Context: an optimization exercise on an open-source flow, tuned for small area, a short achievable clock period and few clock cycles per item. The choices shown serve that exercise and are no tape-out recipe. Function was checked by simulation only, so behaviour that the tests miss may differ from the original.

== run 1 ==
==> flow/design.v (excerpt) <==
module ws_arith (
    input  wire        clk,
    input  wire        rst,
    input  wire        in_valid,
    output wire        in_ready,
    input  wire [1:0]  in_op,
    input  wire        in_w8,
    input  wire [31:0] in_a,
    input  wire [31:0] in_b,
    output wire        out_valid,
    input  wire        out_ready,
    output wire [31:0] out_data
);
    localparam OP_SCALE = 2'd0;
    localparam OP_ENC   = 2'd1;
    localparam OP_DEC   = 2'd2;
    localparam [31:0] QNAN   = 32'h7FC00000;
    localparam [31:0] F32767 = 32'h46FFFE00;   
    localparam [31:0] F127   = 32'h42FE0000;   
    localparam U_IDLE = 3'd0;
    localparam U_PRE  = 3'd1;    
    localparam U_IT   = 3'd2;    
    localparam U_RND  = 3'd3;    
    localparam U_CHK  = 3'd4;    
    localparam U_IMM  = 3'd5;    
    localparam K_ZERO = 2'd0;
    localparam K_INF  = 2'd1;
    localparam K_NAN  = 2'd2;
    reg        bv;
    reg [1:0]  b_op;
    reg        b_w8;
    reg [31:0] b_a;
    reg [31:0] b_b;
    assign in_ready = !bv;
    reg [2:0]  us;
    reg [1:0]  u_op;
    reg        u_w8;
    reg        u_sgn;
    reg [1:0]  u_kind;
    reg [24:0] R;        
    reg [23:0] D;        
    reg [24:0] Q;        
    reg signed [9:0] W;  
    reg        lead;     
    reg        spec;     
    reg [4:0]  cnt;      
    reg        neg;      
    reg        seen;     
    reg        kb;       
    reg        g1, g2, st;   
    reg        ov;
    reg [31:0] od;
    reg        oc;
    reg        qv;
    reg [31:0] oq;
    assign out_valid = qv;
    assign out_data  = oq;
    wire [31:0] lx = b_a;
    wire [31:0] ly = (b_op == OP_SCALE) ? (b_w8 ? F127 : F32767) : b_b;
    wire [7:0]  lxe = lx[30:23];
    wire [7:0]  lye = ly[30:23];
  ...
clock: 17.0 ns
lec_check: 0
abc_area: 1
cap_margin: 20
core_margin: 2
core_utilization: 30
slew_margin: 20
run.sh (not shown) runs the stock make flow with config.mk's settings and CLKGATE_MAP_FILE= SYNTH_SCRIPT=/design/flow/synth_recipe.tcl, a recipe that flattens the netlist after the stock synthesis.
Testbench counts of run 1, summed over its fixed seeds: cycles 20,625, items 3,936.
The following lists how run 2 was set up differently from run 1:
- CORE_UTILIZATION: 30 -> 55
## What came out
Run 2 against run 1: setup slack saw an increase, worst hold slack saw an increase, later-pin clock latency in the skew report saw little to no change, post-layout instance area -2.5%, hold buffer count at CTS barely changed.
Run 2 vs run 1: post-detailed-placement cell area down

========
Another version of the RTL of ws_arith (not shown whole).
For scale: ~1900 cells after synthesis, about 180 flip-flops, roughly 110 I/O pins.
==> flow/design.v (excerpt) <==
module ws_arith (
    input  wire        clk,
    input  wire        rst,
    input  wire        in_valid,
    output wire        in_ready,
    input  wire [1:0]  in_op,
    input  wire        in_w8,
    input  wire [31:0] in_a,
    input  wire [31:0] in_b,
    output wire        out_valid,
    input  wire        out_ready,
    output wire [31:0] out_data
);
    localparam OP_SCALE = 2'd0;
    localparam OP_ENC   = 2'd1;
    localparam OP_DEC   = 2'd2;
    localparam [31:0] QNAN   = 32'h7FC00000;
    localparam [31:0] F32767 = 32'h46FFFE00;   
    localparam [31:0] F127   = 32'h42FE0000;   
    localparam U_PRE  = 3'b000;    
    localparam U_IT   = 3'b001;    
    localparam U_IDLE = 3'b100;
    localparam U_RND  = 3'b110;    
    localparam U_CHK  = 3'b111;    
    localparam K_ZERO = 2'd0;
    localparam K_INF  = 2'd1;
    localparam K_NAN  = 2'd2;
    reg [2:0]  us;
    reg [1:0]  u_op;
    reg        u_w8;
    reg        u_sgn;
    reg        fx_nan, fx_inf, fx_zero;    
    reg        fy_nan, fy_inf, fy_zero;    
    reg        fk_zero;
    reg [24:0] R;        
    reg [23:0] D;        
    reg [24:0] Q;        
    reg signed [9:0] W;  
    reg        lead;     
    reg        spec;     
    reg [4:0]  cnt;      
    reg        neg;      
    reg        seen;     
    reg        dinv;     
    reg        aen;      
    reg        rdy;      
    reg        g1, g2, st;   
    reg        ov;
    reg [31:0] od;
    reg        oc;
    reg        qv;
    reg [31:0] oq;
    assign out_valid = qv;
    assign out_data  = oq;
    wire [31:0] lx = in_a;
  ...
clock: 17.0 ns
lec_check: 0
abc_area: 1
cap_margin: 50
core_margin: 2
core_utilization: 55
slew_margin: 80
The baseline produced a clean layout.
Testbench counts at the start, summed over its fixed seeds: cycles 21,142, items 3,936.
Then changed:
--- a/flow/config.mk
+++ b/flow/config.mk
@@ -7,6 +7,6 @@
 export LEC_CHECK = 0
 export ABC_AREA = 1
-export CAP_MARGIN = 50
+export CAP_MARGIN = 20
 export CORE_MARGIN = 2
 export CORE_UTILIZATION = 55
-export SLEW_MARGIN = 80
+export SLEW_MARGIN = 20
=> Hold slack gets better by 0.0042 ns; design area fell by a few percent; utilization fell by 4.0 points; cell count fell by a few percent; routed wire length fell by a few percent; global-route usage fell by 0.29 points; count of clock-buffer cells in the layout does not change; non-clock buffer count fell by 52.
Then changed:
--- a/flow/config.mk
+++ b/flow/config.mk
@@ -10,3 +10,3 @@
 export CORE_MARGIN = 2
 export CORE_UTILIZATION = 55
-export SLEW_MARGIN = 20
+export SLEW_MARGIN = 60
Outcome: Cell count barely changes. Utilization climbs by 0.17 points. Fmax climbs by 24%. Design area is about the same. Routed wire length stays flat. Die area is unchanged. Sequential cell count is unchanged. Non-clock buffer count climbs by 2.

========
ws_arith, a different RTL version from the one above (not shown whole).
For scale: roughly 190 flip-flops, roughly 110 I/O pins, ~15,000 um^2 of cells after synthesis.
Settings: LEC_CHECK=0, ABC_AREA=1, CAP_MARGIN=20, CORE_MARGIN=2, CORE_UTILIZATION=60, SLEW_MARGIN=70; clock period 17.0 ns.
The starting point completed with no timing, DRC or antenna violations.
Testbench counts at the start, summed over its fixed seeds: cycles 21,243, items 3,936.
Then changed:
Settings changed: CORE_UTILIZATION 60 to 55.
The changed run completed without violations.
Via count decreases by about 2%.
Area after synthesis does not change.
Setup slack gets worse by 0.0066 ns.
Register-to-register slack is worse by 0.03 ns.
Core utilization went down by 6.4 points.
Cell area stays flat.
Routed wire length goes up by about 1.6%.
Critical path depth went down by 9.
Clock skew hardly moves.
Then changed:
Settings changed: ABC_AREA 1 to unset, SLEW_MARGIN 70 to 60.
After rerunning: The new run passed the timing, design-rule and antenna checks. Count of clock-buffer cells in the layout came out lower by 1. Non-clock buffer count grows by 3. Worst setup slack is worse by 0.86 ns. Cell count came out lower by 15%. Global-route usage fell by 0.21 points.
Then changed:
Settings changed: ABC_AREA set to 1, CORE_UTILIZATION 55 to 60, SLEW_MARGIN 60 to 65.
=> Sequential cell count does not change; design area grows by 2.7%; sequential share of layout area fell by 0.86 points; worst setup slack gains 0.81 ns; global-route usage went up by 2.5 points; hold slack improves by 0.0033 ns; fmax is higher by 16%; via count rises by 6.6%; count of clock-buffer cells in the layout went up by 1.

==> separate check: timing with driven ports <==
In the flow no input, the clock included, has a driving cell. The finished layouts below were timed again as built, in two steps. Step 1 (the two cells are an assumption about what drives the block):
set clk [get_ports {clk}]
set_driving_cell -lib_cell sky130_fd_sc_hd__clkbuf_16 $clk
set_driving_cell -lib_cell sky130_fd_sc_hd__buf_2 [delete_from_list [all_inputs] $clk]
Step 2, shift: input delay + t, output delay - t, t = (earliest + latest rising clock arrival at the registers) / 2. This alone moves slack from input paths to output paths. Three values: ideal ports, drivers, drivers and shift; two values: the first two.
run	shift t [ns]	slack for setup (ns)	worst setup path at the end	worst slew at a driven data input, ns	cell pins on the clock port's net
run 1	0.611	10.480 / 10.513 / 9.902	input to register	0.05	1
run 2	0.603	10.660 / 10.660 / 10.134	input to register	0.04	1
the first run of note 2	0.492	11.832 / 11.853 / 11.361	input to register	0.04	1
the second run of note 2	0.485	10.396 / 10.419 / 9.934	input to register	0.04	1
the third run of note 2	0.490	11.677 / 11.706 / 11.215	input to register	0.04	1
the first run of note 3	0.497	11.981 / 11.963 / 11.515	input to register	0.04	1
the second run of note 3	0.493	11.974 / 11.920 / 11.538	input to register	0.05	1
the third run of note 3	0.494	11.115 / 11.115 / 11.115	register to register	0.05	1
the fourth run of note 3	0.496	11.930 / 11.961 / 11.465	input to register	0.04	1
After both steps every run listed still meets setup and hold. For run 1, which loses most, drivers alone change the setup slack by +0.033 ns; drivers and shift together by -0.578 ns.
